Background: an optimization exercise with open tools, aiming at small area. Do not read the settings as production practice. Function was checked by simulation only, so behaviour that the tests miss may differ from the original.

## tf_safety_core
module tf_safety_core (
    input  wire        clk,
    input  wire        rst_n,
    input  wire        wr_en,
    input  wire [2:0]  wr_addr,
    input  wire [31:0] wr_data,
    input  wire [2:0]  rd_addr,
    output reg  [31:0] rd_data,
    output wire        wdg_pin
);
For scale: roughly 3300 cells after synthesis, roughly 670 flip-flops, about 74 I/O pins, ~34000 µm² of cells after synthesis.
Settings: LEC_CHECK=0, CAP_MARGIN=20, CORE_MARGIN=2, CORE_UTILIZATION=55, SLEW_MARGIN=20; clock period 70.0 ns.
standard.sh (not shown) runs the stock make flow with config.mk's settings and CLKGATE_MAP_FILE= SYNTH_SCRIPT=/design/flow/synth_recipe.tcl, a recipe that flattens the netlist after the stock synthesis.
==> flow/flow/run.sh <==
#!/bin/bash
set -euo pipefail
here=$(pwd)
sd="$here/orfs_scripts"
rm -rf "$sd"
cp -r "$FLOW_HOME/scripts" "$sd"
cp "$here/flow/abc_area.script" "$sd/abc_speed.script"
export SCRIPTS_DIR="$sd"
export ADDER_MAP_FILE=
export CTS_ARGS="-sink_clustering_enable -repair_clock_nets -dont_use_dummy_load -sink_clustering_size 16 -sink_clustering_max_diameter 60 -buf_list sky130_fd_sc_hd__clkbuf_8"
export BUFFER_PORTS_ARGS="-buffer_cell sky130_fd_sc_hd__buf_1"
bash standard.sh > flow.log 2>&1
==> flow/flow/abc_area.script <==
strash
&get -n
&fraig -x
&put
dc2
&get -n
&deepsyn -T 240
&put
dch -f
amap -F 5 -A 8
topo
Rerun with:
==> flow/flow/abc_area.script (replaced) <==
strash
&get -n
&fraig -x
&put
dc2
dch -f
amap -F 5 -A 8
topo
--- a/flow/config.mk
+++ b/flow/config.mk
@@ -9,3 +9,3 @@
 export CORE_MARGIN = 2
-export CORE_UTILIZATION = 55
+export CORE_UTILIZATION = 40
 export SLEW_MARGIN = 20
What happened:
- The new run went through all stages and came out clean
- setup slack gains 0.21 ns
- final area went up by about 5.5%
- clock-buffer cell count rose by 5
- utilization shrinks by 16 points
- global-route usage decreases by 13 points
- sequential share of layout area fell by 2.9 points
Rerun with:
==> flow/flow/abc_area.script (replaced) <==
strash
&get -n
&fraig -x
&put
dc2
&get -n
&deepsyn -T 240 -S 1
&deepsyn -T 240 -S 7
&put
dch -f
amap -F 5 -A 8
strash
dch -f
amap -F 5 -A 8
topo
What happened: Cell area drops by 4.4%. Via count decreases by 5.9%. Core utilization goes down by 0.18 points. Non-clock buffer count fell by 1. Fmax fell by 1.1%. Die area decreases by 4.2%. Routed wire length went up by 3.0%. Register-to-register slack improves by 0.51 ns.
Rerun with:
==> flow/flow/abc_area.script (replaced) <==
strash
&get -n
&fraig -x
&put
dc2
dch -f
amap -F 5 -A 8
topo
--- a/flow/config.mk
+++ b/flow/config.mk
@@ -7,5 +7,5 @@
 export LEC_CHECK = 0
-export CAP_MARGIN = 20
+export CAP_MARGIN = 5
 export CORE_MARGIN = 2
 export CORE_UTILIZATION = 40
-export SLEW_MARGIN = 20
+export SLEW_MARGIN = 5
Result: Routed wire length fell by 2.9%. Register-to-register slack is worse by 0.51 ns. Via count rose by about 6%.

========
run a:
Another version of the RTL of tf_safety_core (not shown whole).
Size: about 670 flip-flops.
==> flow/design.v (excerpt) <==
module tf_safety_core (
    input  wire        clk,
    input  wire        rst_n,
    input  wire        wr_en,
    input  wire [2:0]  wr_addr,
    input  wire [31:0] wr_data,
    input  wire [2:0]  rd_addr,
    output reg  [31:0] rd_data,
    output wire        wdg_pin
);
Settings: LEC_CHECK=0, CAP_MARGIN=20, CORE_MARGIN=2, CORE_UTILIZATION=40, SLEW_MARGIN=20; clock period 70.0 ns.
==> flow/flow/run.sh <==
#!/bin/bash
set -euo pipefail
export CTS_ARGS="-sink_clustering_enable -repair_clock_nets -dont_use_dummy_load -sink_clustering_size 10 -sink_clustering_max_diameter 50 -buf_list sky130_fd_sc_hd__clkbuf_4"
export BUFFER_PORTS_ARGS="-buffer_cell sky130_fd_sc_hd__buf_1"
bash standard.sh > flow.log 2>&1
Run a reached the final stage; the timing, design-rule and antenna checks on its layout passed.
diff inputs: run a => run b
==> flow/flow/run.sh <==
#!/bin/bash
set -euo pipefail
export CTS_ARGS="-sink_clustering_enable -repair_clock_nets -dont_use_dummy_load -sink_clustering_size 24 -sink_clustering_max_diameter 80 -buf_list sky130_fd_sc_hd__clkbuf_16"
export BUFFER_PORTS_ARGS="-buffer_cell sky130_fd_sc_hd__buf_1"
bash standard.sh > flow.log 2>&1
==> comparison <==
Higher clock skew among run b and run a: run a. Sort run b and run a by number of inserted diodes desc -> top: run a. Run a -> run b: global-route wire length before repair decreased slightly. [run b vs run a] global-route usage: lower in run b. Run a finished every stage and its layout cleared the timing, design-rule and antenna checks. The final layout from run b, which completed every stage, passed the timing, design-rule and antenna checks at the end of the flow. [compare] base=run a new=run b: met1 layer usage reported by global route about even, via count fell 0.55%, register-to-register slack rose 30 ps. Run b ends up with a hold slack that is 3.7 ps lower than in run a.

[static timing again, ports no longer ideal]
The results above use ideal ports. As a check the final layouts listed here were re-extracted and re-timed, cells and wires unchanged.
Step 1: set_driving_cell puts a clkbuf_16 on clk and a buf_2 on each other input, an assumption about the parent block.
Step 2 moves the port delays by t, midway between the first and last clock arrival at a register: inputs arrive t later, outputs are due t later. That takes back most of the time a late clock gives input paths.
Three values: no drivers, after step 1, after step 2; two values: the first two.
run	shift t [ns]	setup WS [ns]	worst data-port slew with drivers (ns)
the first run of note 1	0.748	39.443 / 39.413 / 38.896	0.14
the second run of note 1	0.797	39.651 / 39.622 / 39.622	0.12
the third run of note 1	0.766	39.314 / 39.279 / 39.279	0.16
the fourth run of note 1	0.797	39.651 / 39.622 / 39.622	0.12
run a	0.908	38.333 / 38.331 / 37.422	0.16
run b	0.653	38.089 / 38.096 / 37.442	0.16
After both steps setup and hold are still met in every run listed. The setup slack of run a, which loses most, moves by -0.002 ns with the drivers and by -0.911 ns with both steps.
